From an optimization exercise on the open Yosys and OpenROAD flow, aimed at small area, a short achievable clock period and few clock cycles; shortcuts taken in it are not production practice.
In this exercise RTL edits were held to simulation tests only and were not proved equivalent to the original.
Power and IR drop assume default switching activity.

== alpha ==
==> flow/design.v (excerpt) <==
module tia_render (
    input  wire        clk,
    input  wire        rst,
    input  wire        cmd_valid,
    output wire        cmd_ready,
    input  wire [2:0]  cmd_op,
    input  wire [5:0]  cmd_addr,
    input  wire [7:0]  cmd_data,
    input  wire [8:0]  cmd_x,       
    input  wire [8:0]  cmd_y,       
    output reg         pix_valid,
    output reg  [8:0]  pix_y,
    output reg  [7:0]  pix_x,
    output reg  [6:0]  pix_color,
    output reg         rd_valid,
    output reg  [14:0] rd_data
);
Size: roughly 1500 cells after synthesis, about 80 I/O pins.
==> flow/config.mk <==
export PLATFORM = sky130hd
export DESIGN_NAME = tia_render
export DESIGN_NICKNAME = tia_render
export VERILOG_FILES = /design/flow/design.v
export SDC_FILE = /design/flow/constraint.sdc
export NUM_CORES = 4
export LEC_CHECK = 0
export CAP_MARGIN = 20
export CORE_MARGIN = 2
export CORE_UTILIZATION = 40
export SETUP_SLACK_MARGIN = 5
export SLEW_MARGIN = 20
==> flow/constraint.sdc <==
create_clock -name core_clock -period 8.0 [get_ports {clk}]
set_input_delay 1.6000 -clock core_clock [delete_from_list [all_inputs] [get_ports {clk}]]
set_output_delay 1.6000 -clock core_clock [all_outputs]
set_load 0.01 [all_outputs]
run.sh (not shown) runs the stock make flow with config.mk's settings and CLKGATE_MAP_FILE= SYNTH_SCRIPT=/design/flow/synth_recipe.tcl, a recipe that flattens the netlist after the stock synthesis.
The final layout from alpha, which completed every stage, passed the timing, DRC and antenna checks at the end of the flow.
Testbench counts of alpha, summed over its fixed seeds: cycles 173,416.
Inputs modified between alpha and beta:
- ABC_CLOCK_PERIOD_IN_PS: unset -> 2500
--- outcome ---
Area occupied by registers: beta vs alpha identical
Per the comparison of beta with alpha, routed wire length stayed essentially flat; number of enable flip-flop cells after synthesis comparable; total number of placement rows has remained practically unchanged; final core area utilization essentially unchanged; area of the multi-input gates did not really move.
There was hardly any difference in synthesized cell count between alpha and beta.
Between beta and alpha, the difference in length of routed met3 wiring is negligible.
Number of distinct library cells after synthesis: beta vs alpha identical
Diff beta..alpha | final worst setup slack | unchanged
Number of max-slew violations in the final report came out exactly the same in beta and alpha.

## run 1
tia_render, a different RTL version from the one above (not shown whole).
For scale: ~80 I/O pins.
Settings: LEC_CHECK=0, ABC_AREA=1, CAP_MARGIN=20, CORE_MARGIN=2, CORE_UTILIZATION=40, CTS_BUF_LIST=sky130_fd_sc_hd__clkbuf_8, CTS_CLUSTER_DIAMETER=60, CTS_CLUSTER_SIZE=20, SETUP_SLACK_MARGIN=5, SLEW_MARGIN=20; clock period 8.0 ns.
Run 1 completed end to end with timing, DRC and antenna clean.
Testbench counts of run 1, summed over its fixed seeds: cycles 172,451.
#### Input delta (run 2 over run 1)
# run 1
export LEC_CHECK = 0
export ABC_AREA = 1
export CAP_MARGIN = 20
export CORE_MARGIN = 2
export CORE_UTILIZATION = 40
export CTS_BUF_LIST = sky130_fd_sc_hd__clkbuf_8
export CTS_CLUSTER_DIAMETER = 60
export CTS_CLUSTER_SIZE = 20
export SETUP_SLACK_MARGIN = 5
export SLEW_MARGIN = 20
create_clock -name core_clock -period 8.0 [get_ports {clk}]
# run 2
export LEC_CHECK = 0
export ABC_AREA = 1
export CAP_MARGIN = 20
export CORE_MARGIN = 2
export CORE_UTILIZATION = 40
export CTS_BUF_LIST = sky130_fd_sc_hd__clkbuf_8
export CTS_CLUSTER_DIAMETER = 40
export CTS_CLUSTER_SIZE = 10
export SETUP_SLACK_MARGIN = 5
export SLEW_MARGIN = 20
create_clock -name core_clock -period 8.0 [get_ports {clk}]
Notes after the runs:
Every stage of the flow completed for run 2, and the final layout passed the timing, DRC and antenna checks.
Every stage of the flow completed for run 1, and the final layout passed the timing, DRC and antenna checks.
Diff run 2 and run 1: final worst-path setup slack higher in run 1
Compared run 2 vs run 1, and global-route wire length before repair is up in run 2.
[run 2] number of nets in the layout rose about 1% relative to run 1
Compared with run 1, clock buffer count from CTS in run 2 increased by more than half.
Run 2 reports a higher power share of the clock group than run 1 does.
Clock-buffer cell count was higher in run 2 than in run 1.
Core utilization: run 2 higher than run 1
As far as count of inserted antenna diode cells goes, run 1 and run 2 are indistinguishable; the numbers are identical.
Non-clock buffer count: run 2 vs run 1 down 2
Input changes introduced in run 3 (baseline for comparison: run 2):
# run 2
export LEC_CHECK = 0
export ABC_AREA = 1
export CAP_MARGIN = 20
export CORE_MARGIN = 2
export CORE_UTILIZATION = 40
export CTS_BUF_LIST = sky130_fd_sc_hd__clkbuf_8
export CTS_CLUSTER_DIAMETER = 40
export CTS_CLUSTER_SIZE = 10
export SETUP_SLACK_MARGIN = 5
export SLEW_MARGIN = 20
create_clock -name core_clock -period 8.0 [get_ports {clk}]
# run 3
export LEC_CHECK = 0
export ABC_AREA = 1
export CAP_MARGIN = 20
export CORE_MARGIN = 2
export CORE_UTILIZATION = 40
export CTS_BUF_LIST = sky130_fd_sc_hd__clkbuf_4 sky130_fd_sc_hd__clkbuf_8
export CTS_CLUSTER_DIAMETER = 40
export CTS_CLUSTER_SIZE = 8
export SETUP_SLACK_MARGIN = 5
export SLEW_MARGIN = 20
create_clock -name core_clock -period 8.0 [get_ports {clk}]
==> comparison <==
- Run 3 and run 2 ended up with roughly the same design area.
- Run 3 reached the end of the flow, and the finished layout is clean on the timing, DRC and antenna checks.
- Run 3 -> run 2: number of multi-input combinational cells flat
- Going from run 2 to run 3, largest fanout on the critical path went up 3; number of iterations in the first detailed-routing pass went down 1; count of clock-net buffers in the final layout went up about 50%.
- The power share of the clock group of run 3 exceeds that of run 2 by 1.3 points.
- [compare] base=run 2 new=run 3: via count normalized by instance count down 0.81%, number of DRC violations after detailed routing flat, wire length of the first global-routing pass up about 0.3%.
- Vias after detailed routing, run 2 and run 3: lower on run 3

main:
tia_render again, from the RTL that the note above started with.
==> flow/config.mk <==
export PLATFORM = sky130hd
export DESIGN_NAME = tia_render
export DESIGN_NICKNAME = tia_render
export VERILOG_FILES = /design/flow/design.v
export SDC_FILE = /design/flow/constraint.sdc
export NUM_CORES = 4
export LEC_CHECK = 0
export ABC_AREA = 1
export CAP_MARGIN = 20
export CORE_MARGIN = 2
export CORE_UTILIZATION = 40
export CTS_BUF_LIST = sky130_fd_sc_hd__clkbuf_8
export CTS_CLUSTER_DIAMETER = 50
export CTS_CLUSTER_SIZE = 12
export PLACE_DENSITY = 0.75
export SETUP_SLACK_MARGIN = 5
export SLEW_MARGIN = 20
==> flow/constraint.sdc <==
create_clock -name core_clock -period 8.0 [get_ports {clk}]
set_input_delay 1.6000 -clock core_clock [delete_from_list [all_inputs] [get_ports {clk}]]
set_output_delay 1.6000 -clock core_clock [all_outputs]
set_load 0.01 [all_outputs]
Testbench counts of main, summed over its fixed seeds: cycles 172,451.
Setup changes, main to the feature branch
- a deleted PLACE_DENSITY that had been 0.75
- a change of CORE_UTILIZATION from 40 to 60
==> comparison <==
- [the feature branch] fraction of met3 tracks used by global routing rose 0.27 points relative to main
- Worst setup path endpoint: ir_a[2] -> the feature branch, pos1[0] -> main
- Summary of the feature branch over main: sequential power was more or less identical, utilization went up by 23 points, worst slew margin relative to its limit went up by 4.0 points, routed length on met1 went up by 7.7%, endpoint arrival time on the critical path went up by 0.03 ns.
- Total detailed-routing wirelength ends up higher on the feature branch.
- Comparing the feature branch and main, the lower combinational power was measured on main.
- Comparing the feature branch and main, worst-case reg-to-reg path depth is higher on the feature branch.

-- what the ideal ports hide --
The flow's constraints put no driver on any port. The routed layouts listed below were extracted and timed again, unchanged, in two steps.
Step 1, drivers: a clkbuf_16 drives clk and a buf_2 each remaining input, both assumed.
Step 2 adds t to the input delays and takes it off the output delays; t is the mean of the earliest and latest rising clock arrival at the registers after step 1. Input paths then give back, and output paths get back, about the clock's delay inside the block.
a / b / c = ideal ports / drivers / drivers and shift; a / b = the first two.
run | shift t [ns] | setup WS [ns] | hold slack, ns | worst setup path after step 2 | slew at the worst register clock pin (ns)
alpha | 0.573 | 3.927 / 3.927 / 3.927 | 0.321 / 0.321 / 0.321 | register to register | 0.07 / 0.07
beta | 0.573 | 3.927 / 3.927 / 3.927 | 0.321 / 0.321 / 0.321 | register to register | 0.07 / 0.07
run 1 | 0.637 | 5.049 / 5.072 / 4.435 | 0.330 / 0.330 / 0.330 | input to register | 0.12 / 0.12
run 2 | 0.639 | 5.042 / 5.063 / 4.424 | 0.324 / 0.324 / 0.324 | input to register | 0.08 / 0.08
run 3 | 0.635 | 5.127 / 5.119 / 4.518 | 0.321 / 0.321 / 0.321 | input to register | 0.07 / 0.07
main | 0.602 | 4.987 / 5.018 / 4.416 | 0.323 / 0.323 / 0.323 | input to register | 0.09 / 0.09
the feature branch | 0.566 | 5.020 / 4.992 / 4.475 | 0.313 / 0.313 / 0.313 | input to register | 0.08 / 0.08
After both steps setup and hold are still met in every run listed. For run 2, which loses most, drivers alone change the setup slack by +0.021 ns; drivers and shift together by -0.618 ns.
